Source: an optimization exercise on an open RTL-to-GDS flow (aim: small area, a short achievable clock period and few clock cycles). Production flows keep margins and buffers that such runs may drop. In this exercise RTL edits were held to simulation tests only and were not proved equivalent to the original.

Design ssdv_huffdec, start of the top module:
module ssdv_huffdec(clk, rst, in_valid, in_ready, in_start, in_byte, out_valid, out_ready, out_kind, out_comp, out_k, out_val);
  input clk;
  wire clk;
  input rst;
  wire rst;
  input in_valid;
  wire in_valid;
  output in_ready;
  wire in_ready;
  input in_start;
  wire in_start;
  input [7:0] in_byte;
  wire [7:0] in_byte;
  output out_valid;
  reg out_valid;
  input out_ready;
  wire out_ready;
  output [1:0] out_kind;
  reg [1:0] out_kind;
  output [1:0] out_comp;
  reg [1:0] out_comp;
  output [5:0] out_k;
  reg [5:0] out_k;
  output [11:0] out_val;
  wire [11:0] out_val;
  wire _0000_;
  wire _0001_;
  wire _0002_;
  wire _0003_;
  wire _0004_;
  wire _0005_;
  wire _0006_;
  wire _0007_;
  wire _0008_;
  wire _0009_;
  wire _0010_;
  wire _0011_;
  wire _0012_;
  wire _0013_;
  wire _0014_;
  wire _0015_;
  wire _0016_;
  wire _0017_;
  wire _0018_;
  wire _0019_;
  wire _0020_;
  wire _0021_;
  wire _0022_;
  wire _0023_;
  wire _0024_;
  wire _0025_;
  wire _0026_;
  wire _0027_;
  wire _0028_;
  wire _0029_;
  wire _0030_;
  wire _0031_;
  wire _0032_;
  wire _0033_;
  wire _0034_;
  wire _0035_;
  wire _0036_;
  wire _0037_;
  wire _0038_;
  wire _0039_;
  wire _0040_;
  wire _0041_;
  wire _0042_;
  wire _0043_;
  wire _0044_;
  wire _0045_;
  wire _0046_;
  wire _0047_;
  wire _0048_;
  wire _0049_;
  wire _0050_;
  wire _0051_;
  wire _0052_;
  wire _0053_;
  wire _0054_;
  wire _0055_;
  wire _0056_;
  wire _0057_;
  wire _0058_;
  wire _0059_;
  wire _0060_;
  wire _0061_;
  wire _0062_;
  wire _0063_;
  wire _0064_;
  wire _0065_;
  wire _0066_;
  wire _0067_;
  wire _0068_;
  wire _0069_;
  wire _0070_;
  wire _0071_;
  wire _0072_;
  wire _0073_;
  wire _0074_;
  wire _0075_;
  wire _0076_;
  wire _0077_;
  wire _0078_;
  wire _0079_;
  wire _0080_;
  wire _0081_;
  wire _0082_;
  wire _0083_;
  wire _0084_;
  wire _0085_;
  wire _0086_;
  wire _0087_;
  wire _0088_;
  wire _0089_;
  wire _0090_;
  wire _0091_;
  wire _0092_;
  wire _0093_;
  wire _0094_;
  wire _0095_;
  wire _0096_;
  wire _0097_;
  wire _0098_;
  wire _0099_;
  wire _0100_;
  wire _0101_;
  wire _0102_;
  wire _0103_;
  wire _0104_;
  wire _0105_;
  wire _0106_;
  wire _0107_;
  wire _0108_;
  wire _0109_;
  wire _0110_;
  wire _0111_;
  wire _0112_;
  wire _0113_;
  ...
For scale: roughly 84 flip-flops.
==> flow/config.mk <==
export PLATFORM = sky130hd
export DESIGN_NAME = ssdv_huffdec
export DESIGN_NICKNAME = ssdv_huffdec
export VERILOG_FILES = /design/flow/design.v
export SDC_FILE = /design/flow/constraint.sdc
export NUM_CORES = 4
export LEC_CHECK = 0
export ABC_AREA = 1
export CAP_MARGIN = 20
export CORE_MARGIN = 2
export CORE_UTILIZATION = 50
export CTS_BUF_LIST = sky130_fd_sc_hd__clkbuf_4 sky130_fd_sc_hd__clkbuf_8
export PLACE_DENSITY = 0.65
export SETUP_SLACK_MARGIN = 1.2
export SLEW_MARGIN = 20
export SYNTH_MEMORY_MAX_BITS = 65536
==> flow/constraint.sdc <==
create_clock -name core_clock -period 8.0 [get_ports {clk}]
set_input_delay 1.6000 -clock core_clock [delete_from_list [all_inputs] [get_ports {clk}]]
set_output_delay 1.6000 -clock core_clock [all_outputs]
set_load 0.01 [all_outputs]
run.sh (not shown) runs the stock make flow with config.mk's settings and CLKGATE_MAP_FILE= SYNTH_SCRIPT=/design/flow/synth_recipe.tcl, a recipe that flattens the netlist after the stock synthesis.
Testbench counts at the start, summed over its fixed seeds: cycles 11,360.
Rerun with:
--- a/flow/config.mk
+++ b/flow/config.mk
@@ -9,7 +9,8 @@
 export CAP_MARGIN = 20
 export CORE_MARGIN = 2
-export CORE_UTILIZATION = 50
+export CORE_UTILIZATION = 45
 export CTS_BUF_LIST = sky130_fd_sc_hd__clkbuf_4 sky130_fd_sc_hd__clkbuf_8
-export PLACE_DENSITY = 0.65
+export GPL_TIMING_DRIVEN = 0
+export PLACE_DENSITY = 0.6
 export SETUP_SLACK_MARGIN = 1.2
 export SLEW_MARGIN = 20
=> Synthesized cell count does not change; critical path depth increases by 4; via count barely changes; synthesized area does not change; global-route usage decreases by 2.1 points; design area is higher by a few percent; setup slack loses 0.057 ns; non-clock buffer count goes up by 31; clock skew drops by 0.0086 ns.

---

== v6 ==
Another version of the RTL of ssdv_huffdec (not shown whole).
Size in the first run: about 84 flip-flops, ~37 I/O pins.
Settings: LEC_CHECK=0, ABC_AREA=1, CAP_MARGIN=20, CORE_MARGIN=2, CORE_UTILIZATION=45, CTS_BUF_LIST=sky130_fd_sc_hd__clkbuf_4 sky130_fd_sc_hd__clkbuf_8, PLACE_DENSITY=0.6, SETUP_SLACK_MARGIN=1.0, SLEW_MARGIN=20, SYNTH_MEMORY_MAX_BITS=65536; clock period 8.0 ns.
Testbench counts of v6, summed over its fixed seeds: cycles 11,360.
## Diff of input files: v7 against v6
Settings: SETUP_SLACK_MARGIN: 1.0 -> 2.0.
[summary]
Number of global-route vias before repair: v7 higher than v6. The count of fill cells added during filler insertion of v7 falls short of that of v6 by about 4%. v7 -> v6: hold-critical path depth delta 0, exact match. | fraction of cell area in non-clock buffers | v7 vs v6 | 5.3 points higher |. From v7 to v6, sum of negative setup slack did not move at all. In the route summary, v7 ends up with a via count exceeding that of v6. Changes observed in v7 relative to v6: critical path depth moved up; cell count moved up; number of H-tree levels level; count of maximum capacitance violations level.

---

RTL: one of the versions met above, not the one the previous note started from.
Size: about 9400 um2 of cells after synthesis.
clock: 8.0 ns
lec_check: 0
abc_area: 1
cap_margin: 20
core_margin: 2
core_utilization: 45
cts_buf_list: sky130_fd_sc_hd__clkbuf_4 sky130_fd_sc_hd__clkbuf_8
place_density: 0.6
setup_slack_margin: 1.0
slew_margin: 20
synth_memory_max_bits: 65536
Testbench counts at the start, summed over its fixed seeds: cycles 11,360.
Change:
SETUP_SLACK_MARGIN = 1.5   (was 1.0)
What happened:
- The changed run completed without violations
- critical path depth falls by 6
- global-route usage rises by 0.60 points
- area after synthesis stays the same
- cell area rises by 5.6%

## afterwards: timing with drivers on the ports
In the flow no input, the clock included, has a driving cell. The finished layouts below were timed again as built, in two steps. Step 1: set_driving_cell puts a clkbuf_16 on clk and a buf_2 on each other input, an assumption about the parent block. Step 2 times the ports against the registers' clock, not the clock port: input delays grow and output delays shrink by t, the midpoint of the rising clock arrivals with the driver on. Slacks: no drivers / after step 1 / after step 2; pairs: no drivers / after step 1.
run | shift t [ns] | setup WS [ns] | cell pins on the clock port's net
the first run of note 1 | 0.435 | 1.521 / 1.521 / 1.521 | 1
the second run of note 1 | 0.429 | 1.464 / 1.464 / 1.464 | 1
v6 | 0.405 | 1.377 / 1.377 / 1.377 | 1
v7 | 0.405 | 1.982 / 1.982 / 1.982 | 1
the first run of note 3 | 0.433 | 1.521 / 1.521 / 1.521 | 1
the second run of note 3 | 0.441 | 1.866 / 1.866 / 1.866 | 1
After both steps every run listed still meets setup and hold.
